From an optimization exercise on the open Yosys and OpenROAD flow, aimed at a short achievable clock period and few clock cycles; shortcuts taken in it are not production practice. Where RTL was checked, it was by simulation tests only, not by an equivalence proof against the original. Power figures rest on the tool's default switching activity, not on a simulated workload.

// frame_responder
module frame_responder (
    input  wire        clk,
    input  wire        rst,           
    input  wire        start,         
    output wire        ready,
    output reg         done,          
    output reg         reply,         
    output reg  [15:0] rx_lat,        
    output wire [1:0]  sess_state,    
    output reg  [10:0] tx_addr,
    input  wire [7:0]  tx_rdata,
    output reg         stg_we,
    output reg  [10:0] stg_addr,
    output reg  [7:0]  stg_wdata,
    output reg         st_req,
    output reg  [1:0]  st_cmd,        
    output reg  [24:0] st_addr,
    output reg  [7:0]  st_wdata,
    output reg  [9:0]  st_name_len,
    input  wire        st_gnt,
    input  wire [7:0]  st_rdata,
    input  wire        st_ok
);
    localparam [15:0] LAT_ARP = 16'd276;
    localparam [1:0] SESS_NONE = 2'd0, SESS_RD = 2'd1, SESS_WR = 2'd2;
    localparam [1:0] CMD_OPEN_RD = 2'd0, CMD_OPEN_WR = 2'd1,
                     CMD_READ    = 2'd2, CMD_WRITE   = 2'd3;
    localparam [2:0] S_IDLE   = 3'd0,
                     S_CLASS  = 3'd1,    
                     S_NAME   = 3'd2,    
                     S_OPEN   = 3'd3,    
                     S_OPW1   = 3'd4,    
                     S_OPW2   = 3'd5,    
                     S_RUN    = 3'd6;    
    localparam [1:0] K_NONE = 2'd0, K_CLASS = 2'd1, K_NAME = 2'd2, K_STR = 2'd3;
    function [5:0] cseq(input [1:0] mode, input [3:0] c);
        if (mode == SESS_RD) begin
            case (c)
                4'd0: cseq = 6'd46;  4'd1: cseq = 6'd47;
                4'd2: cseq = 6'd14;  4'd3: cseq = 6'd15;
                4'd4: cseq = 6'd16;  4'd5: cseq = 6'd25;
                4'd6: cseq = 6'd38;  4'd7: cseq = 6'd39;
                4'd8: cseq = 6'd44;  default: cseq = 6'd45;
            endcase
        end else begin
            case (c)
                4'd0: cseq = 6'd14;  4'd1: cseq = 6'd15;
                4'd2: cseq = 6'd16;  4'd3: cseq = 6'd25;
                4'd4: cseq = 6'd38;  4'd5: cseq = 6'd39;
                4'd6: cseq = 6'd44;  4'd7: cseq = 6'd45;
                4'd8: cseq = 6'd46;  4'd9: cseq = 6'd47;
                4'd10: cseq = 6'd40; default: cseq = 6'd41;
            endcase
        end
    endfunction
    function [3:0] clen(input [1:0] mode);
        case (mode)
            SESS_NONE: clen = 4'd8;
  ...
make LEC_CHECK=0 ABC_CLOCK_PERIOD_IN_PS=2500 CAP_MARGIN=20 CORE_MARGIN=2 CORE_UTILIZATION=40 SETUP_SLACK_MARGIN=5 SLEW_MARGIN=20 finish   # period 7.0 ns
run.sh (not shown) runs the stock make flow with config.mk's settings and CLKGATE_MAP_FILE= SYNTH_SCRIPT=/design/flow/synth_recipe.tcl, a recipe that flattens the netlist after the stock synthesis.
Testbench counts at the start, summed over its fixed seeds: cycles 284,714.
Change:
--- a/flow/design.v
+++ b/flow/design.v
@@ -276,83 +276,37 @@
             k0       <= K_CLASS;
             k1       <= K_NONE;
             k2       <= K_NONE;
             p0       <= 1'b0;
             p1       <= 1'b0;
             p2       <= 1'b0;
             tx_addr  <= {5'd0, cseq(m, 4'd0)};
             s0       <= {4'd0, cseq(m, 4'd0)};
         end
     endtask
     always @(posedge clk) begin
         if (rst) begin
+            state       <= S_IDLE;
+            ready_r     <= 1'b1;
             sess        <= SESS_NONE;
             done        <= 1'b0;
-            reply       <= 1'b0;
-            rx_lat      <= 16'd0;
             stg_we      <= 1'b0;
-            stg_addr    <= 11'd0;
-            stg_wdata   <= 8'd0;
-            st_cmd      <= 2'd0;
-            st_addr     <= 25'd0;
-            st_wdata    <= 8'd0;
-            st_name_len <= 10'd0;
-            rsp_v       <= 1'b0;
-            rv_q        <= 1'b0;
-            dec_drop    <= 1'b0;
-            dec_arp     <= 1'b0;
-            dec_name    <= 1'b0;
-            dec_data    <= 1'b0;
-            dec_ack     <= 1'b0;
-            sess_new    <= SESS_NONE;
-            state       <= S_IDLE;
-            ready_r     <= 1'b1;
+            st_req      <= 1'b0;
             str_on      <= 1'b0;
             commit      <= 1'b0;
             wr_mode     <= 1'b0;
             rd_mode     <= 1'b0;
-            st_req      <= 1'b0;
             k0          <= K_CLASS;
-            k1          <= K_NONE;
-            k2          <= K_NONE;
-            p0          <= 1'b0;
-            p1          <= 1'b0;
-            p2          <= 1'b0;
             tx_addr     <= 11'd14;
             s0          <= 10'd14;
-            ci          <= 4'd1;
-            arp_iss     <= 2'd0;
-            g_et <= 1'b0; g_ip <= 1'b0; g_blk <= 1'b0;
-            g_ulen <= 1'b0; g_arp <= 1'b0;
-            nis         <= 10'd48;
-            nis_end     <= 1'b0;
-            nfound      <= 1'b0;
-            name_bad    <= 1'b0;
-            prev_dot    <= 1'b0;
-            h           <= 6'd0;
-            haddr       <= 6'd2;
-            h_left      <= 1'b1;
-            b           <= 10'd48;
-            b_left      <= 1'b1;
-            pay_left    <= 10'd0;
-            pay_nz      <= 1'b0;
-            nrep        <= 10'd0;
-            rd_fin      <= 1'b0;
-            rd_idone    <= 1'b0;
-            krsp        <= 10'd0;
-            kpop        <= 10'd0;
-            wzero       <= 1'b1;
-            fwp <= 3'd0; frp <= 3'd0; fcnt <= 4'd0; f_empty <= 1'b1; f_credit <= 1'b1;
-            swp <= 3'd0; srp <= 3'd0; scnt <= 4'd0; s_empty <= 1'b1; s_credit <= 1'b1;
-            rwp <= 4'd0; rrp <= 4'd0; rcnt <= 5'd0; r_empty <= 1'b1; r_room <= 1'b1;
         end else begin
             done   <= 1'b0;
             stg_we <= 1'b0;
             k0  <= K_NONE;
             p0  <= 1'b0;
             h0  <= 1'b0;
             k1  <= k0;
             p1  <= p0;
             s1  <= s0;
             d1  <= dmap;
             uc1 <= ucmap;
             cv1 <= cvmap;
Outcome: Routed wire length came out lower by 1.1%. Critical path depth fell by 1. Setup slack loses 160 ps. Total power grows by 45%. Count of clock-buffer cells in the layout rose by 2. Worst hold slack gets better by 45 ps. Clock skew went down by 13 ps. Utilization goes up by 0.21 points. Die area climbs by 3.7%. Clock power decreases by about 0.8%.
Only the layout flow was run in the second run of this note; the RTL was not checked for function there.


oak:
Another version of the RTL of frame_responder (not shown whole).
Size: about 930 flip-flops, roughly 120 I/O pins.
// frame_responder
module frame_responder (
    input  wire        clk,
    input  wire        rst,           
    input  wire        start,         
    output wire        ready,
    output reg         done,          
    output reg         reply,         
    output reg  [15:0] rx_lat,        
    output wire [1:0]  sess_state,    
    output reg  [10:0] tx_addr,
    input  wire [7:0]  tx_rdata,
    output reg         stg_we,
    output reg  [10:0] stg_addr,
    output reg  [7:0]  stg_wdata,
    output reg         st_req,
    output reg  [1:0]  st_cmd,        
    output reg  [24:0] st_addr,
    output reg  [7:0]  st_wdata,
    output reg  [9:0]  st_name_len,
    input  wire        st_gnt,
    input  wire [7:0]  st_rdata,
    input  wire        st_ok
);
clock: 7.0 ns
lec_check: 0
abc_clock_period_in_ps: 2500
cap_margin: 20
core_margin: 2
core_utilization: 55
setup_slack_margin: 5
slew_margin: 20
Testbench counts of oak, summed over its fixed seeds: cycles 283,560.
Inputs modified between oak and pine:
diff --git a/flow/design.v b/flow/design.v
--- a/flow/design.v
+++ b/flow/design.v
@@ -66,26 +66,24 @@
             6'd39:   hnext = 6'd42;
             6'd47:   hnext = 6'd0;
             6'd1:    hnext = 6'd18;
             6'd19:   hnext = 6'd40;
             default: hnext = a + 6'd1;
         endcase
     endfunction
     reg [2:0]  state;
     reg        ready_r;
     reg [1:0]  sess;
     reg [1:0]  mode;            
     reg [9:0]  pre1;            
-    reg        pre_rd;          
-    reg [15:0] pred_blk;        
     reg [1:0]  sess_new;
     reg        op_arp, op_rrq, op_data, op_ack;    
     assign ready      = ready_r;
     assign sess_state = sess;
     reg [7:0]  tx_q;
     reg [7:0]  rdat_q;
     reg        rok_q;
     reg        rsp_v, rv_q;
     reg [3:0]  ci;              
     reg [1:0]  arp_iss;         
     reg        g_et, g_ip, g_blk, g_ulen, g_arp;
     reg        f14_08, f15_06, f15_00, f22_00, f23_01, f16_45, f25_11;
@@ -321,38 +319,33 @@
             m = rep ? sess_new : sess;
             state    <= S_IDLE;
             ready_r  <= 1'b1;
             done     <= 1'b1;
             reply    <= rep;
             if (rep)
                 sess <= sess_new;
             str_on   <= 1'b0;
             commit   <= 1'b0;
             wr_mode  <= 1'b0;
             rd_mode  <= 1'b0;
             st_req   <= 1'b0;
-            rsp_v    <= 1'b0;
-            rv_q     <= 1'b0;
             k0       <= K_CLASS;
             k1       <= K_NONE;
             k2       <= K_NONE;
             p0       <= 1'b0;
             p1       <= 1'b0;
             p2       <= 1'b0;
             tx_addr  <= {5'd0, cseq(m, 4'd0)};
             s0       <= {4'd0, cseq(m, 4'd0)};
             pre1     <= {4'd0, cseq(m, 4'd1)};
-            pre_rd   <= (m == SESS_RD);
-            if (rep)
-                pred_blk <= blk_rep;
             b_left   <= (m != SESS_RD);
             nrep     <= (m == SESS_RD) ? 10'd512 : 10'd0;
         end
     endtask
     always @(posedge clk) begin
         if (rst) begin
             sess        <= SESS_NONE;
             done        <= 1'b0;
             reply       <= 1'b0;
             rx_lat      <= 16'd0;
             stg_we      <= 1'b0;
             stg_addr    <= 11'd0;
@@ -376,25 +369,24 @@
             wr_mode     <= 1'b0;
             rd_mode     <= 1'b0;
             st_req      <= 1'b0;
             k0          <= K_CLASS;
             k1          <= K_NONE;
             k2          <= K_NONE;
             p0          <= 1'b0;
             p1          <= 1'b0;
             p2          <= 1'b0;
             tx_addr     <= 11'd14;
             s0          <= 10'd14;
             pre1        <= 10'd15;
-            pre_rd      <= 1'b0;
             b_left      <= 1'b1;
             nrep        <= 10'd0;
             ci          <= 4'd1;
             arp_iss     <= 2'd0;
             g_et <= 1'b0; g_ip <= 1'b0; g_blk <= 1'b0;
             g_ulen <= 1'b0; g_arp <= 1'b0;
             nis         <= 10'd48;
             nis_end     <= 1'b0;
             nfound      <= 1'b0;
             name_bad    <= 1'b0;
             prev_dot    <= 1'b0;
             h           <= 6'd0;
@@ -559,63 +551,46 @@
                 h_left   <= 1'b1;
                 b        <= 10'd48;
                 pay_left <= 10'd0;
                 pay_nz   <= 1'b0;
                 rd_fin   <= 1'b0;
                 rd_idone <= 1'b0;
                 krsp     <= 10'd0;
                 kpop     <= 10'd0;
                 wzero    <= 1'b1;
                 fwp <= 3'd0; frp <= 3'd0; fcnt <= 4'd0; f_empty <= 1'b1; f_credit <= 1'b1;
                 swp <= 5'd0; srp <= 5'd0; s_credit_r <= 1'b1;
                 rwp <= 4'd0; rrp <= 4'd0; rcnt <= 5'd0; r_empty <= 1'b1; r_room <= 1'b1;
-                st_cmd  <= CMD_READ;
-                st_addr <= {pred_blk, 9'd0};
                 if (start) begin
                     state   <= S_CLASS;
                     ready_r <= 1'b0;
                     k2      <= K_NONE;
                     ci      <= 4'd2;
                     tx_addr <= {1'b0, pre1};
                     s0      <= pre1;
-                    if (pre_rd) begin
-                        rd_mode <= 1'b1;
-                        st_req  <= 1'b1;
-                    end
                 end
             end
             S_CLASS: begin
                 if (k2 == K_CLASS) begin
                     case (s2[5:0])
                         6'd15: g_et   <= 1'b1;
                         6'd23: g_arp  <= 1'b1;
                         6'd45: g_ip   <= 1'b1;
                         6'd47: begin
                             g_blk <= 1'b1;
-                            if (mode == SESS_RD && {blk[15:8], tx_q} != pred_blk) begin
-                                rd_mode  <= 1'b1;
-                                st_req   <= 1'b1;
-                                st_cmd   <= CMD_READ;
-                                st_addr  <= {blk[15:8], tx_q, 9'd0};
-                                rsp_v    <= 1'b0;
-                                rv_q     <= 1'b0;
-                                rwp <= 4'd0; rrp <= 4'd0; rcnt <= 5'd0; r_empty <= 1'b1; r_room <= 1'b1;
-                                krsp     <= 10'd0;
-                                kpop     <= 10'd0;
-                                rd_fin   <= 1'b0;
-                                rd_idone <= 1'b0;
-                                nrep     <= 10'd512;
-                                b        <= 10'd48;
-                                b_left   <= 1'b0;
-                                sess_new <= mode;
+                            if (mode == SESS_RD) begin
+                                rd_mode <= 1'b1;
+                                st_req  <= 1'b1;
+                                st_cmd  <= CMD_READ;
+                                st_addr <= {blk[15:8], tx_q, 9'd0};
                             end
                         end
                         6'd41: g_ulen <= 1'b1;
                         default: ;
                     endcase
                 end
                 if (g_et && et_arp && arp_iss != 2'd2) begin
                     tx_addr <= (arp_iss == 2'd0) ? 11'd22 : 11'd23;
                     s0      <= (arp_iss == 2'd0) ? 10'd22 : 10'd23;
                     k0      <= K_CLASS;
                     arp_iss <= arp_iss + 2'd1;
                 end else if (ci != clen(mode)) begin
- pine vs oak on slack of the critical path: pine is the higher one.
- Comparing pine and oak, initial antenna violation count is lower on oak.
- pine vs. oak: power share of the clock group shows an increase of 3.8 points; combinational group share of total power now smaller; number of violations reported at the end of detailed-routing iteration 0 down 123; post-layout minimum cycle time saw a decrease.
- Final cell count shrinks by a few percent when moving from oak to pine.
- Going from oak to pine, total chip power now smaller; combined flip-flop and latch cell area now smaller.
- Going from oak to pine, the filler cell count in the final layout was found to have gone up by about 7%.
Testbench counts of pine, summed over its fixed seeds: cycles 283,971.

## static timing again, ports no longer ideal
How much do the figures lean on ideal ports? The routed layouts below were timed once more, with nothing changed but the port constraints.
Step 1 sets driving cells, clkbuf_16 on the clock port and buf_2 on the other inputs (assumed; they add their load-dependent delay and slew).
Step 2, shift: input delay + t, output delay - t, t = (earliest + latest rising clock arrival at the registers) / 2. This alone moves slack from input paths to output paths.
Three values: ideal ports, drivers, drivers and shift; two values: the first two.
run | t (ns) | setup WS [ns] | worst register clock-pin slew, ns
the first run of note 1 | 0.718 | 4.368 / 4.303 / 3.853 | 0.07 / 0.07
the second run of note 1 | 0.722 | 4.204 / 4.137 / 3.535 | 0.06 / 0.06
oak | 0.724 | 4.416 / 4.364 / 3.783 | 0.07 / 0.07
pine | 0.706 | 4.427 / 4.356 / 4.135 | 0.07 / 0.07
After both steps every run listed still meets setup and hold. The setup slack of the second run of note 1, which loses most, moves by -0.067 ns with the drivers and by -0.669 ns with both steps.
